Background: an optimization exercise with open tools, aiming at small area, a short achievable clock period and few clock cycles. Do not read the settings as production practice. No functional check of the RTL was part of any run shown here. No activity file was given, so power comes from the tool's default toggle rates.

--- design/flow/config.mk ---
export PLATFORM = sky130hd
export DESIGN_NAME = fpga_disp_ctrl
export DESIGN_NICKNAME = fpga_disp_ctrl
export VERILOG_FILES = /design/flow/design.v
export SDC_FILE = /design/flow/constraint.sdc
export NUM_CORES = 4
export LEC_CHECK = 0
export CAP_MARGIN = 20
export CORE_MARGIN = 2
export CORE_UTILIZATION = 40
export SETUP_SLACK_MARGIN = 5
export SLEW_MARGIN = 20
--- design/flow/constraint.sdc ---
create_clock -name core_clock -period 8.0 [get_ports {clk}]
set_input_delay 1.6000 -clock core_clock [delete_from_list [all_inputs] [get_ports {clk}]]
set_output_delay 1.6000 -clock core_clock [all_outputs]
set_load 0.01 [all_outputs]
--- design/flow/design.v ---
module fpga_disp_ctrl (
  input  wire        clk,
  input  wire        rst,        
  input  wire        ev_valid,
  output wire        ev_ready,
  input  wire [2:0]  ev_type,
  input  wire [7:0]  ev_data,
  output reg         intn,
  output reg         cdone,
  output reg         redraw,
  output reg         fb_we,
  output reg  [14:0] fb_addr,
  output reg  [7:0]  fb_data
);
  localparam [2:0] S_PROG  = 3'd0,
                   S_CMD   = 3'd1,
                   S_PARAM = 3'd2,
                   S_SCENE = 3'd3,
                   S_LINE  = 3'd4,
                   S_DATA  = 3'd5;
  localparam [1:0] C_MATCH = 2'd0,    
                   C_SKIP  = 2'd1,    
                   C_SET0  = 2'd2,    
                   C_SET1  = 2'd3;    
  localparam [14:0] A_TOP = 15'd25308;
  reg        rdy;           
  reg [2:0]  st;
  reg        set0;          
  reg        cs, rst_l, sclk;
  reg [5:0]  scnt;          
  reg [8:0]  cnt;
  reg [1:0]  cmode;
  reg [4:0]  cpos;          
  assign ev_ready = rdy;
  wire       acc    = ev_valid && rdy;
  wire [7:0] b      = ev_data;
  wire       e_byte = acc && ev_type == 3'd0 && cs;
  wire       e_cs   = acc && ev_type == 3'd1 && b[0] != cs;
  wire       e_sclk = acc && ev_type == 3'd2;
  wire       e_rst  = acc && ev_type == 3'd3 && b[0] != rst_l;
  wire       e_rend = acc && ev_type == 3'd4;
  wire       s_prog  = st == S_PROG;
  wire       s_cmd   = st == S_CMD;
  wire       s_param = st == S_PARAM;
  wire       s_scene = st == S_SCENE;
  wire       s_line  = st == S_LINE;
  wire       s_data  = st == S_DATA;
  reg [7:0] exp_c;
  always @(*) begin
    case (cpos)
      5'd0: exp_c = "D";  5'd1: exp_c = "a";  5'd2: exp_c = "t";
      5'd3: exp_c = "e";  5'd4: exp_c = ":";  5'd5: exp_c = " ";
      5'd6: exp_c = "D";  5'd7: exp_c = "e";  5'd8: exp_c = "c";
      5'd9: exp_c = " ";  5'd10: exp_c = "1"; 5'd11: exp_c = "0";
      5'd12: exp_c = " "; 5'd13: exp_c = "2"; 5'd14: exp_c = "0";
      5'd15: exp_c = "1"; 5'd16: exp_c = "4"; 5'd17: exp_c = " ";
      5'd18: exp_c = "0"; 5'd19: exp_c = "8"; 5'd20: exp_c = ":";
      5'd21: exp_c = "3"; 5'd22: exp_c = "0";
      default: exp_c = 8'h00;
    endcase
  end
  wire [7:0] lo      = fb_addr[7:0];
  wire       col_end = cnt[7:0] == 8'd172;          
  wire [14:0] a_adj  = A_TOP + ((lo < 8'd148) ? lo : 8'd0) + col_end;
  task complete;
    begin
      intn <= 1'b0;
      st   <= S_CMD;
    end
  endtask
  always @(posedge clk) begin
    if (rst) begin
      rdy    <= 1'b1;
      st     <= S_PROG;
      set0   <= 1'b0;
      cs     <= 1'b0;
      rst_l  <= 1'b0;
      sclk   <= 1'b0;
      scnt   <= 6'd0;
      cnt    <= 9'd0;
      cmode  <= C_MATCH;
      cpos   <= 5'd0;
      intn   <= 1'b1;
      cdone  <= 1'b0;
      redraw <= 1'b0;
      fb_we  <= 1'b0;
    end else begin
      fb_we <= 1'b0;
      if (fb_we)
        fb_addr <= col_end ? a_adj : fb_addr - 15'd148;
      if (!rdy) begin
        fb_we <= 1'b1;
        cnt   <= col_end ? 9'd1 : cnt + 9'd1;
        if (col_end) cmode[1] <= (lo >= 8'd49) && (lo <= 8'd96);
        if (cmode[0])
          fb_data <= (cmode[1] && cnt[7:0] >= 8'd62 && cnt[7:0] <= 8'd109) ? 8'hFC : 8'h00;
        if (fb_addr == 15'd295) rdy <= 1'b1;          
      end
      if (e_byte) begin
        case (st)
          S_PROG: begin
            if (!cnt[8]) begin
              cnt <= cnt + 9'd1;
              if (cnt[8:1] != 8'd0) begin
                case (cmode)
                  C_MATCH: begin
                    if (b == 8'h00) begin
                      if (cpos >= 5'd5) cmode <= C_SET1;
                      else cpos <= 5'd0;
                    end else if (b == exp_c) begin
                      cpos <= cpos + 5'd1;
                      if (cpos == 5'd22) cmode <= C_SET0;
                    end else begin
                      cmode <= (cpos < 5'd5) ? C_SKIP : C_SET1;
                    end
                  end
                  C_SKIP: begin
                    if (b == 8'h00) begin
                      cmode <= C_MATCH;
                      cpos  <= 5'd0;
                    end
                  end
                  default: ;
                endcase
              end
            end
          end
          S_CMD: begin
            intn <= 1'b1;
            if (set0) begin
              if (b == 8'h01) begin st <= S_PARAM; cnt <= 9'd0; end
              else if (b == 8'h04) st <= S_SCENE;
              else complete;
            end else begin
              if (b == 8'h00) ;
              else if (b == 8'h01) st <= S_LINE;
              else if (b == 8'h02) begin redraw <= 1'b1; complete; end
              else complete;
            end
          end
          S_PARAM: begin
            if (cnt[1:0] == 2'd3) complete;
            else cnt <= cnt + 9'd1;
          end
          S_SCENE: begin
            complete;
            if (b[7:2] == 6'd0) begin
              redraw  <= 1'b1;
              rdy     <= 1'b0;
              cmode   <= {1'b0, b[1:0] == 2'd1};
              fb_we   <= 1'b1;
              fb_addr <= A_TOP;
              fb_data <= (b[1:0] == 2'd2) ? 8'h30 : (b[1:0] == 2'd3) ? 8'h0C : 8'h00;
              cnt     <= 9'd1;
            end
          end
          S_LINE: begin
            fb_addr <= {7'd0, b};
            cnt     <= 9'd240;
            st      <= S_DATA;
            intn    <= 1'b1;
          end
          default: begin             
            if (cnt[7:0] == 8'd188) begin
              st   <= S_LINE;
              intn <= 1'b0;
            end else begin
              if (cnt[7:0] == 8'd240) fb_addr <= a_adj;
              if (cnt[7:0] < 8'd172) begin
                fb_we   <= 1'b1;
                fb_data <= b;
              end
              cnt <= cnt + 9'd1;
            end
          end
        endcase
      end
      if (e_cs) begin
        cs <= b[0];
        if (!b[0] && !s_prog) complete;
      end
      if (e_sclk) begin
        sclk <= b[0];
        if (!sclk && b[0] && !cs && s_prog) begin
          scnt <= scnt + 6'd1;
          if (scnt == 6'd50) begin
            cdone <= 1'b1;
            set0  <= (cmode == C_SET0);
            complete;
          end
        end
      end
      if (e_rst) begin
        rst_l <= b[0];
        if (b[0]) begin
          cdone <= 1'b0;
        end else begin
          intn  <= 1'b1;
          scnt  <= 6'd0;
          st    <= S_PROG;
          cnt   <= 9'd0;
          cmode <= C_MATCH;
          cpos  <= 5'd0;
          set0  <= 1'b0;
        end
      end
      if (e_rend) redraw <= 1'b0;
    end
  end
endmodule
--- design/flow/run.sh ---
#!/bin/bash
# synth_recipe.tcl (not shown) runs the flow's synth.tcl, then flattens the netlist and writes it again
# the make line also repeats each setting of config.mk as NAME=value (left out here)
make -C /OpenROAD-flow-scripts/flow DESIGN_CONFIG=/design/flow/config.mk WORK_HOME=/design/flow/orfs CLKGATE_MAP_FILE= SYNTH_SCRIPT=/design/flow/synth_recipe.tcl finish
==> results.py, run 1 <==
metrics = {
    "yosys": {
        "post_synth.cell_area_avg_um2": 8.11,
        "synth-edff-count": 23,
        "seq_area_frac_synth_pct": 30.1,
        "ys.flop_type": "dfxtp_1",
        "synth_area_um2": 5020,
        "async_flop_share_pct": 0,
        "synth_cell_types": 85,
        "synth-seq-cells": 64,
        "synth_cells": 619,
        "yosys_warnings": 1,
        "syn_nets": 648,
    },
    "sta": {
        "rsz0062_at_grt": "true",
        "slew_headroom_pct": 31.4,
        "finalClockSkew_ps": 6.63,
        "fmax_ghz": 0.286,
        "tightestPinTransition_ps": 1020,
        "drv_slew": 0,
        "min_period_over_period_pct": 43.7,
        "min_period_ps": 3490,
        "fin_setup_tns_ps": 0,
        "setup_slack_ps": 4510,
        "hold_viol_final": 0,
        "setup_violations": 0,
        "fin_hold_ws_ps": 531,
    },
    "job": {
        "drv_cap": 0,
    },
    "floorplan": {
        "ioPinCount": 42,
        "die_x_um": 116,
        "start_util_pct": 41.4,
        "core_um2": 12100,
        "die_y_um": 116,
        "rows": 40,
        "die_area_um2": 13500,
    },
    "worst_setup_path": {
        "startpoint_type": "primary input",
        "cp-end-kind": "register",
        "crit_required_ps": 8220,
        "worstPathMaxFanout": 7,
        "worst-setup-path-type": "in -> reg",
        "crit_arrival_ps": 3720,
    },
    "detailed_routing": {
        "via_per_inst": 6.14,
        "drt_wl_total_um": 18400,
        "drcViolationCount": 0,
        "drt_pass1_iterations": 7,
        "drt_iter0_drc": 496,
        "ant_nets": 0,
        "wl_per_cell_um": 20.7,
        "vias": 5446,
    },
    "min_path": {
        "worstHoldPathType": "reg -> reg",
    },
    "global_routing": {
        "grt_overflow": 0,
        "grt_pass1_vias": 5122,
        "grt_use_total_pct": 27.1,
        "grt_pass1_wl_um": 28100,
        "grt_max_degree": 27,
        "antenna_found_initial": 0,
    },
    "placement": {
        "gp_congestion": 0.884,
        "dp_hpwl_um": 11300,
        "io_buffers": 41,
        "place_ws_ps": 2960,
    },
    "clocking": {
        "cts_buffers": 9,
        "clock_path_buffers": 2,
        "clk_latency_ps": 340,
        "root_buffer": "clkbuf_16",
        "clock-sinks": 64,
        "clk_pin_slew_ps": 60,
        "cts_tree": "done",
        "holdBufCountCts": 0,
        "htree_levels": 3,
    },
    "finish": {
        "final_cell_mix": "buf_4, nand2_1, nor2_1, dfxtp_1, a21oi_1",
        "drive_above_1_share_pct": 33.4,
        "nNetsFinal": 743,
        "diodes": 0,
        "layout_commonest_cell": "buf_4",
        "areaGrowthSynthToFinish_pct": 45.3,
    },
    "power_and_ir_drop": {
        "peakVddDrop_v": 0.000120,
        "power_density_nw_per_um2": 133,
        "p_leak_uw": 0.00259,
    },
    "status": {
        "status": "complete, no violations",
    },
}
[what timing repair did]
item,4_1_cts,5_1_grt
gates cloned,1,0
pin swaps,56,30
gates resized for setup,186,59
setup endpoints to repair,95,57
buffers inserted,53,27
[synthesized netlist by cell type (all sizes together) (15+ instances only)]
| cell | number | area [µm²] |
|---|---|---|
| nor3 | 19 | 106 |
| edfxtp | 23 | 691 |
| nor2 | 53 | 199 |
| xor2 | 17 | 149 |
| nor4 | 15 | 158 |
| nand3 | 21 | 115 |
| inv | 19 | 71.3 |
| buf | 20 | 128 |
| clkbuf | 24 | 90.1 |
| dfxtp | 41 | 821 |
| ha | 15 | 188 |
| o21ai | 40 | 204 |
| a21oi | 51 | 267 |
| nand2 | 62 | 233 |
[state kept, by name, summed over array words and instances, names as in the netlist]
signal,cells
fb_addr,15
cnt,9
fb_data,8
exp_c,7
scnt,6
cpos,5
st,3
cmode,2
cdone,1
cs,1
fb_we,1
intn,1
rdy,1
redraw,1
rst_l,1
sclk,1
set0,1
[final timing paths]
path              cells past startpoint  slack [ps]        to  startpoint
setup / recovery                      9        4510  exp_c[4]  ev_type[1]
hold / removal                        2         530      sclk        sclk
setup reg to reg                      7        4920  exp_c[4]       st[2]
hold reg to reg                       2         530      sclk        sclk
[per-stage QoR]
| stage | std cells | total power [µW] | area [µm²] | util [%] |
|---|---|---|---|---|
| after floorplan | 619 | 430 | 5140 | - |
| after global placement | 790 | 465 | 5550 | 45.9 |
| after detailed placement | 790 | 467 | 5550 | 45.9 |
| after CTS | 860 | 957 | 6840 | 56.5 |
| after global routing | 887 | 992 | 7290 | 60.2 |
| final | 887 | 967 | 7290 | 60.2 |
[where the power goes]
part	internal, µW	switching, µW	total, µW
sequential	349	11.1	360
clock	305	158	463
combinational	68.6	75.4	144
total	722	245	967
[area by class of cell]
class | instances | area, µm²
fillers | 1050 | 4820
multi-input cells | 492 | 3870
flip-flops and latches | 64 | 1520
repair buffers | 128 | 1270
clock buffers | 9 | 225
well taps | 168 | 210
clock inverters | 7 | 120
inverters | 19 | 77.6
[logic make-up after synthesis]
family | after synthesis | synth area share, %
AOI/OAI and AO/OA | 197 | 27.0
and+or+nand+nor | 245 | 27.0
buffers and inverters | 63 | 5.76
DFF | 64 | 30.1
xor gates and xnor gates | 31 | 5.41
adders and majority gates | 15 | 3.74
muxes | 4 | 1.05
[per-layer routing]
layer	wire length (µm)	global-route usage [%]	share of wire, %
met1	7420	33.4	40
met2	9190	45.1	50
met3	1100	6.64	6.0
met4	667	11.9	3.6
met5	0	0	0
[worst max-delay path, cell delays in order]
cell       delay, ps
buf_6             90
and4bb_2         310
and3b_4          250
nand3_4          150
nor4_2           450
nor2_4           140
or3_1            400
a31oi_1          250
a2111oi_2         60
==> inputs of run 2 (changes only) <==
--- a/design/flow/config.mk
+++ b/design/flow/config.mk
@@ -5,6 +5,7 @@
 export SDC_FILE = /design/flow/constraint.sdc
 export NUM_CORES = 4
 export LEC_CHECK = 0
+export ABC_CLOCK_PERIOD_IN_PS = 2500
 export CAP_MARGIN = 20
 export CORE_MARGIN = 2
 export CORE_UTILIZATION = 40
==> run 2 against run 1 <==
Still clean. Die area stayed put. Sequential power hardly changed. Via count stayed put. Combinational power hardly changed. Setup slack stayed put. Cell area stayed put. Clock skew stayed put. Clock-buffer cell count stayed put. Hold slack stayed put. Utilization stayed put. Critical path type unchanged. Largest power group unchanged.
==> results.py, run 2 <==
metrics = {
    "detailed_routing": {
        "drt_wl_total_um": 18400,
        "drcViolationCount": 0,
        "drt_pass1_iterations": 7,
        "vias": 5446,
        "wl_per_cell_um": 20.7,
        "via_per_inst": 6.14,
        "drt_iter0_drc": 496,
        "ant_nets": 0,
    },
    "finish": {
        "largest_reg_flops": 15,
        "final_cell_mix": "buf_4, nand2_1, nor2_1, dfxtp_1, a21oi_1",
        "multi_input_area_um2": 3870,
        "layout_commonest_cell": "buf_4",
        "final_util_pct": 60.2,
        "diodes": 0,
        "regMostFlops": "fb_addr",
        "ff_latch_area_um2": 1520,
        "nFillCells": 1050,
        "areaGrowthSynthToFinish_pct": 45.3,
        "nNetsFinal": 743,
        "reg.largest.list": "fb_addr: 15 flops, cnt: 9 flops, fb_data: 8 flops",
        "drive_above_1_share_pct": 33.4,
    },
    "sta": {
        "hold_viol_final": 0,
        "min_period_over_period_pct": 43.7,
        "setup_violations": 0,
        "slew_headroom_pct": 31.4,
        "rsz0062_at_grt": "true",
        "min_period_ps": 3490,
        "fmax_ghz": 0.286,
        "tightestPinTransition_ps": 1020,
        "fin_setup_tns_ps": 0,
        "finalClockSkew_ps": 6.63,
        "drv_slew": 0,
    },
    "global_routing": {
        "grt_pass1_vias": 5122,
        "antenna_found_initial": 0,
        "grt_overflow": 0,
        "grt_max_degree": 27,
        "grt_pass1_wl_um": 28100,
        "grt_use_total_pct": 27.1,
    },
    "yosys": {
        "synth_area_um2": 5020,
        "async_flop_share_pct": 0,
        "seq_area_frac_synth_pct": 30.1,
        "yosysMostFrequentCell": "nand2_1",
        "ys.flop_type": "dfxtp_1",
        "synth_area_leaders": "dfxtp_1, edfxtp_1, a21oi_1",
        "synth_cell_types": 85,
        "synth.top_cell.area_share_pct": 16.4,
        "synth_cells": 619,
        "post_synth.cell_area_avg_um2": 8.11,
        "synth-edff-count": 23,
        "synth_largest_area_cell": "dfxtp_1",
        "yosys_warnings": 1,
        "syn_nets": 648,
        "synthTopCellsByCount": "nand2_1, nor2_1, a21oi_1",
        "synth-seq-cells": 64,
    },
    "status": {
        "status": "complete, no violations",
    },
    "clocking": {
        "cts_buffers": 9,
        "clk_latency_ps": 340,
        "cts_tree": "done",
        "clk_pin_slew_ps": 60,
        "clock-sinks": 64,
        "clock_path_buffers": 2,
        "htree_levels": 3,
        "root_buffer": "clkbuf_16",
        "holdBufCountCts": 0,
    },
    "min_path": {
        "worstHoldPathType": "reg -> reg",
    },
    "worst_setup_path": {
        "worstPathMaxFanout": 7,
        "worst-setup-path-type": "in -> reg",
        "startpoint_type": "primary input",
        "crit_arrival_ps": 3720,
        "cp-end-kind": "register",
        "crit_required_ps": 8220,
    },
    "placement": {
        "gp_congestion": 0.884,
        "io_buffers": 41,
        "dp_hpwl_um": 11300,
    },
    "floorplan": {
        "die_y_um": 116,
        "die_area_um2": 13500,
        "ioPinCount": 42,
        "start_util_pct": 41.4,
        "rows": 40,
        "die_x_um": 116,
        "core_um2": 12100,
    },
    "job": {
        "drv_cap": 0,
    },
    "power_and_ir_drop": {
        "power_density_nw_per_um2": 133,
        "p_leak_uw": 0.00259,
        "peakVddDrop_v": 0.000120,
        "finalPower_uw": 967,
    },
}
## run 2: power by group
| group | switching (µW) | internal, µW |
|---|---|---|
| logic | 75.4 | 68.6 |
| clock network | 158 | 305 |
| registers | 11.1 | 349 |
## run 2: cells by family (layout without fill, tap and decap cells)
family	count (synthesis)	in the layout	share of synthesized area (%)
simple gates	245	245	27.0
compound gates	197	197	27.0
flops	64	64	30.1
buf+inv	63	163	5.76
xor+xnor	31	31	5.41
fa+ha+maj	15	15	3.74
mux	4	4	1.05
## run 2: final cells by class
class | count | area share, %
Multi-Input combinational cell | 492 | 53.1
Sequential cell | 64 | 20.8
Timing Repair Buffer | 128 | 17.4
Clock buffer | 9 | 3.09
Tap cell | 168 | 2.88
Clock inverter | 7 | 1.65
Inverter | 19 | 1.06
## run 2: timing repair
action | CTS | global route
gates resized for setup | 186 | 59
endpoints found under the hold margin | 0 | 0
setup endpoints to repair | 95 | 57
setup buffers | 53 | 27
cloned | 1 | 0
pin swaps | 56 | 30
## run 2: final timing paths
check	startpoint	endpoint	slack, ps	cells past startpoint
min reg2reg	sclk	sclk	530	2
min	sclk	sclk	530	2
max	ev_type[1]	exp_c[4]	4510	9
max reg2reg	st[2]	exp_c[4]	4920	7
## run 2: critical path, cell delays in order
cell       delay [ps]
buf_6              90
and4bb_2          310
and3b_4           250
nand3_4           150
nor4_2            450
nor2_4            140
or3_1             400
a31oi_1           250
a2111oi_2          60
## run 2: stage by stage
step,hold WS (ps),std cells,setup slack (ps),area [µm²]
global placement,478,790,3070,5550
global route,559,887,4460,7290
detailed placement,515,790,2960,5550
finish,531,887,4510,7290
CTS,529,860,4650,6840
floorplan,461,619,4290,5140
## run 2: metal layers
metal | up-vias | global-route usage (%) | share of wire (%)
met3 | 46 | 6.64 | 6.0
met4 | 0 | 11.9 | 3.6
met2 | 237 | 45.1 | 50
met5 | - | 0 | 0
li1 | 2513 | - | -
met1 | 2650 | 33.4 | 40

[re-timing with driven ports]
Ports are ideal in the flow. The routed layouts listed here were re-timed in OpenROAD.
Step 1: set_driving_cell puts a clkbuf_16 on clk and a buf_2 on each other input, an assumption about the parent block.
Step 2 adds t to the input delays and takes it off the output delays; t is the mean of the earliest and latest rising clock arrival at the registers after step 1. Input paths then give back, and output paths get back, about the clock's delay inside the block.
Slacks: ideal / step 1 / step 2; pairs: ideal / step 1.
run	t, ns	setup WS [ns]	hold WS [ns]	worst setup path after step 2	slew at the worst register clock pin (ns)
run 1	0.382	4.506 / 4.503 / 4.122	0.531 / 0.531 / 0.531	input to register	0.06 / 0.06
run 2	0.382	4.506 / 4.503 / 4.122	0.531 / 0.531 / 0.531	input to register	0.06 / 0.06
After both steps setup and hold are still met in every run listed.
